This design comes from an exercise in tuning for small area, a short achievable clock period and few clock cycles per item on the open sky130 flow, not from production work. RTL that was checked went through simulation tests only; none was proved equivalent to the original. Power and IR drop assume default switching activity.

==> inputs of v24 <==
Design tsp_transform, start of the top module:
module tsp_transform (
    input  wire         clk,
    input  wire         rst,
    input  wire         in_valid,
    output wire         in_ready,
    input  wire [485:0] in_data,
    output wire         out_valid,
    input  wire         out_ready,
    output wire [485:0] out_data
);
==> module tsp_round, before the edit <==
module tsp_round (
    input  wire [1457:0] x,
    output wire [1457:0] y
);
    genvar i;
    generate
        for (i = 0; i < 729; i = i + 1) begin : g_cell
            localparam integer CA = (364 * i) % 729;
            localparam integer CB = (364 * (i + 1)) % 729;
            wire na    = x[2*CA];      
            wire beta  = x[2*CA+1];
            wire nl    = x[2*CB];      
            wire gamma = x[2*CB+1];
            wire t     = nl ^ beta;    
            wire s     = gamma ^ na;   
            assign y[2*i]   = ~((gamma & na) | t);   
            assign y[2*i+1] = ~(t & s);              
        end
    endgenerate
endmodule
==> module tsp_rounds, before the edit <==
module tsp_rounds #(
    parameter integer K = 1
) (
    input  wire [1457:0] x,
    output wire [1457:0] y
);
    wire [1457:0] st [0:K];
    assign st[0] = x;
    genvar r;
    generate
        for (r = 0; r < K; r = r + 1) begin : g_r
            tsp_round u_round (.x(st[r]), .y(st[r+1]));
        end
    endgenerate
    assign y = st[K];
endmodule
==> module tsp_transform, before the edit <==
module tsp_transform (
    input  wire         clk,
    input  wire         rst,
    input  wire         in_valid,
    output wire         in_ready,
    input  wire [485:0] in_data,
    output wire         out_valid,
    input  wire         out_ready,
    output wire [485:0] out_data
);
    localparam [1457:0] LMASK = {729{2'b01}};
    reg  [1:0]   ic;         
    reg  [485:0] ib0, ib1;   
    reg  [1:0]   oc;         
    reg  [485:0] ob0, ob1, ob2;
    reg  [1457:0] s0;
    reg          busy0;
    reg  [1:0]   pass0;
    wire [1457:0] r0;
    tsp_rounds #(.K(9)) u_r0 (.x(s0), .y(r0));
    wire done0 = busy0 & (pass0 == 2'd2);
    wire out_fire = out_valid & out_ready;
    wire ob_free = (oc == 2'd0) | ((oc == 2'd1) & out_ready);
    wire adv0  = done0 & ob_free;
    wire free0 = ~busy0 | adv0;
    wire ld0 = (ic == 2'd2) & free0;    
    assign in_ready  = (ic != 2'd2) | free0;
    wire in_fire = in_valid & in_ready;
    assign out_valid = (oc != 2'd0);
    assign out_data  = ob0;
    always @(posedge clk) begin
        if (ic == 2'd0) ib0 <= in_data;
        if (ic == 2'd1) ib1 <= in_data;
        if (ld0)
            s0 <= {in_data, ib1, ib0} ^ LMASK;
        else if (~(done0 & ~adv0))
            s0 <= r0;
        if (adv0) begin
            {ob2, ob1, ob0} <= r0 ^ LMASK;
        end else if (out_fire) begin
            ob0 <= ob1;
            ob1 <= ob2;
        end
    end
    always @(posedge clk) begin
        if (rst) begin
            ic <= 2'd0;
            oc <= 2'd0;
            busy0 <= 1'b0;
            pass0 <= 2'd0;
        end else begin
            if (in_fire)
                ic <= (ic == 2'd2) ? 2'd0 : ic + 2'd1;
            if (adv0)
                oc <= 2'd3;
            else if (out_fire)
                oc <= oc - 2'd1;
            if ((ld0 & in_valid)) begin
                busy0 <= 1'b1;
                pass0 <= 2'd0;
            end else if (adv0) begin
                busy0 <= 1'b0;
            end else if (busy0 & ~done0) begin
                pass0 <= pass0 + 2'd1;
            end
        end
    end
endmodule
==> flow/config.mk <==
export PLATFORM = sky130hd
export DESIGN_NAME = tsp_transform
export DESIGN_NICKNAME = tsp_transform
export VERILOG_FILES = /design/flow/design.v
export SDC_FILE = /design/flow/constraint.sdc
export NUM_CORES = 4
export LEC_CHECK = 0
export CAP_MARGIN = 20
export CORE_MARGIN = 2
export CORE_UTILIZATION = 35
export SLEW_MARGIN = 20
==> flow/constraint.sdc <==
create_clock -name core_clock -period 8.0 [get_ports {clk}]
set_input_delay 1.6000 -clock core_clock [delete_from_list [all_inputs] [get_ports {clk}]]
set_output_delay 1.6000 -clock core_clock [all_outputs]
set_load 0.01 [all_outputs]
run.sh (not shown) runs the stock make flow with config.mk's settings and CLKGATE_MAP_FILE= SYNTH_SCRIPT=/design/flow/synth_recipe.tcl, a recipe that flattens the netlist after the stock synthesis.
==> v30: changes against v24 <==
==> flow/design.v (replaced) <==
module tsp_round (
    input  wire [1457:0] x,
    output wire [1457:0] y
);
    genvar i;
    generate
        for (i = 0; i < 729; i = i + 1) begin : g_cell
            localparam integer CA = (364 * i) % 729;
            localparam integer CB = (364 * (i + 1)) % 729;
            wire alpha  = x[2*CA];
            wire beta   = x[2*CA+1];
            wire lambda = x[2*CB];
            wire gamma  = x[2*CB+1];
            wire delta  = (alpha | ~gamma) & (lambda ^ beta);
            assign y[2*i]   = ~delta;
            assign y[2*i+1] = (alpha ^ gamma) | delta;
        end
    endgenerate
endmodule
module tsp_transform (
    input  wire         clk,
    input  wire         rst,
    input  wire         in_valid,
    output wire         in_ready,
    input  wire [485:0] in_data,
    output wire         out_valid,
    input  wire         out_ready,
    output reg  [485:0] out_data
);
    localparam [1:0] S_LOAD = 2'd0,
                     S_RUN  = 2'd1,
                     S_OUT  = 2'd2;
    reg  [1:0]    phase;
    reg  [1:0]    chunk;
    reg  [4:0]    round;
    reg  [1457:0] state;
    wire [1457:0] next_state;
    tsp_round u_round (
        .x (state),
        .y (next_state)
    );
    assign in_ready  = (phase == S_LOAD);
    assign out_valid = (phase == S_OUT);
    always @(*) begin
        case (chunk)
            2'd0:    out_data = state[485:0];
            2'd1:    out_data = state[971:486];
            default: out_data = state[1457:972];
        endcase
    end
    always @(posedge clk) begin
        if (rst) begin
            phase <= S_LOAD;
            chunk <= 2'd0;
            round <= 5'd0;
        end else begin
            case (phase)
                S_LOAD: begin
                    if (in_valid) begin
                        case (chunk)
                            2'd0:    state[485:0]     <= in_data;
                            2'd1:    state[971:486]   <= in_data;
                            default: state[1457:972]  <= in_data;
                        endcase
                        if (chunk == 2'd2) begin
                            chunk <= 2'd0;
                            round <= 5'd0;
                            phase <= S_RUN;
                        end else begin
                            chunk <= chunk + 2'd1;
                        end
                    end
                end
                S_RUN: begin
                    state <= next_state;
                    round <= round + 5'd1;
                    if (round == 5'd26)
                        phase <= S_OUT;
                end
                default: begin
                    if (out_ready) begin
                        if (chunk == 2'd2) begin
                            chunk <= 2'd0;
                            phase <= S_LOAD;
                        end else begin
                            chunk <= chunk + 2'd1;
                        end
                    end
                end
            endcase
        end
    end
endmodule
==> v26: changes against v24 <==
==> flow/design.v (replaced) <==
module tsp_cell (
    input  wire na,      
    input  wire beta,
    input  wire nl,      
    input  wire gamma,
    output wire nlo,     
    output wire ho       
);
    wire t = nl ^ beta;    
    wire s = gamma ^ na;   
    assign nlo = ~((t | gamma) & (t | na));
    assign ho  = ~(t & s);
endmodule
module tsp_round (
    input  wire [1457:0] x,
    output wire [1457:0] y
);
    genvar i;
    generate
        for (i = 0; i < 729; i = i + 1) begin : g_cell
            localparam integer CA = (364 * i) % 729;
            localparam integer CB = (364 * (i + 1)) % 729;
            tsp_cell u_cell (
                .na(x[2*CA]), .beta(x[2*CA+1]), .nl(x[2*CB]), .gamma(x[2*CB+1]),
                .nlo(y[2*i]), .ho(y[2*i+1])
            );
        end
    endgenerate
endmodule
module tsp_rounds #(
    parameter integer K = 1
) (
    input  wire [1457:0] x,
    output wire [1457:0] y
);
    wire [1457:0] st [0:K];
    assign st[0] = x;
    genvar r;
    generate
        for (r = 0; r < K; r = r + 1) begin : g_r
            tsp_round u_round (.x(st[r]), .y(st[r+1]));
        end
    endgenerate
    assign y = st[K];
endmodule
module tsp_transform (
    input  wire         clk,
    input  wire         rst,
    input  wire         in_valid,
    output wire         in_ready,
    input  wire [485:0] in_data,
    output wire         out_valid,
    input  wire         out_ready,
    output wire [485:0] out_data
);
    localparam integer KR    = 3;
    localparam integer NPASS = 9;
    localparam [485:0] LMASK = {243{2'b01}};
    reg  [485:0]  q0, q1, q2;    
    reg  [1:0]    np;            
    reg  [1:0]    ni;            
    reg           busy;          
    reg  [4:0]    pc;            
    reg           rdy_a, rdy_b;  
    wire [1457:0] nxt;
    tsp_rounds #(.K(KR)) u_rounds (.x({q2, q1, q0}), .y(nxt));
    assign out_valid = (np != 2'd0);
    assign out_data  = q0 ^ LMASK;
    wire out_fire = out_valid & out_ready;
    assign in_ready = rdy_a | (rdy_b & out_ready);
    wire in_fire = in_valid & in_ready;
    wire sh0 = (out_fire & (np > 2'd1)) | (in_fire & (ni >= 2'd2));
    wire sh1 = (out_fire & (np > 2'd2)) | (in_fire & (ni >= 2'd1));
    wire sh2 = in_fire;
    wire last = (pc == NPASS - 1);
    always @(posedge clk) begin
        if (busy) begin
            {q2, q1, q0} <= nxt;
        end else begin
            if (sh0) q0 <= q1;
            if (sh1) q1 <= q2;
            if (sh2) q2 <= in_data ^ LMASK;
        end
    end
    wire [1:0] np_n = np - {1'b0, out_fire};
    wire [1:0] ni_n = ni + {1'b0, in_fire};
    always @(posedge clk) begin
        if (rst) begin
            np    <= 2'd0;
            ni    <= 2'd0;
            busy  <= 1'b0;
            pc    <= 5'd0;
            rdy_a <= 1'b1;
            rdy_b <= 1'b0;
        end else if (busy) begin
            pc <= pc + 5'd1;
            if (last) begin
                busy  <= 1'b0;
                np    <= 2'd3;
                rdy_a <= 1'b0;
                rdy_b <= 1'b1;
            end
        end else if (in_fire & (ni == 2'd2)) begin
            busy  <= 1'b1;
            pc    <= 5'd0;
            np    <= 2'd0;
            ni    <= 2'd0;
            rdy_a <= 1'b0;
            rdy_b <= 1'b0;
        end else begin
            np    <= np_n;
            ni    <= ni_n;
            rdy_a <= ({1'b0, np_n} + {1'b0, ni_n} < 3'd3);
            rdy_b <= ({1'b0, np_n} + {1'b0, ni_n} == 3'd3) & (np_n != 2'd0);
        end
    end
endmodule
- SETUP_SLACK_MARGIN: not set -> 4.6
- SYNTH_HIERARCHICAL: not set -> 1
- SYNTH_MINIMUM_KEEP_SIZE: not set -> 0
==> summary of the runs <==
Of v30 and v26, v30 has the higher sequential share of layout area (gap 9.5 points).
Critical path depth: v26 is higher than v30 (2).
Of v26 and v30, v30 has the higher hold slack (gap 30 ps).
Synthesized area, lowest first: v30, v26, v24.
v26 completed without violations. v24 stopped in 5_1_grt on GRT-0116. v30 completed with no timing, DRC or antenna violations.
Against v26, the register-to-register slack of v30 is lower by 150 ps.
Between v30 and v26, the lower wire length is in v30 (gap about 43%, measured against v26).
In v26 the clock skew is higher than in v30, by 48 ps.
==> figures <==
item	v26	v24	v30
Total clock sinks	1470	3895	1467
Launch instance of the worst register-to-register path	q2[463]	-	chunk[1]
WP buf/inv	0	-	3
CP arrival	4480 ps	-	4380 ps
Cell depth of the worst min-delay path	2	-	2
Status	timing/DRC/antenna clean	aborted with a tool error	timing/DRC/antenna clean
Stage where the flow stopped	-	5_1_grt	-
Netlist Area Pre-Place	122200 um^2	371800 um^2	91760 um^2
Ant diodes	106	-	19
Capture point of the critical path	q0[192]	-	out_data[266]
End-of-flow core utilization	0.4213	-	0.4263
Power Clock	9.17 mW	-	8.25 mW
First-pass DRT Iterations	8	-	5
Most common library cell in the layout ignoring fill and taps	sky130_fd_sc_hd__xor2_1	-	sky130_fd_sc_hd__edfxtp_1
CTS clk-pin slew, worst paths	60 ps	-	60 ps
Number of instances in the synthesized netlist	12670	37550	8234
Type of element launching the critical path	flip-flop	-	flip-flop
Testbench counts of v30, summed over its fixed seeds: cycles 8,448, items 256.
Testbench counts of v26, summed over its fixed seeds: cycles 3,096, items 256.
No functional check of the RTL was part of v24.

static timing again, ports no longer ideal:
Ports are ideal in the flow. The routed layouts listed here were re-timed in OpenROAD. Step 1, drivers: a clkbuf_16 drives clk and a buf_2 each remaining input, both assumed. Step 2 moves the port delays by t, midway between the first and last clock arrival at a register: inputs arrive t later, outputs are due t later. That takes back most of the time a late clock gives input paths. a / b / c = no drivers / after step 1 / after step 2; a / b = the first two.
run	t (ns)	slack for setup (ns)	hold WS [ns]	worst slew at a driven data input, ns	pins driven straight from the clock port
v30	0.932	2.017 / 1.919 / 2.851	0.537 / 0.537 / 0.537	0.21	1
v26	1.076	4.380 / 4.334 / 3.537	0.507 / 0.507 / 0.507	0.15	1
After both steps every run listed still meets setup and hold. For v26, which loses most, drivers alone change the setup slack by -0.046 ns; drivers and shift together by -0.843 ns.
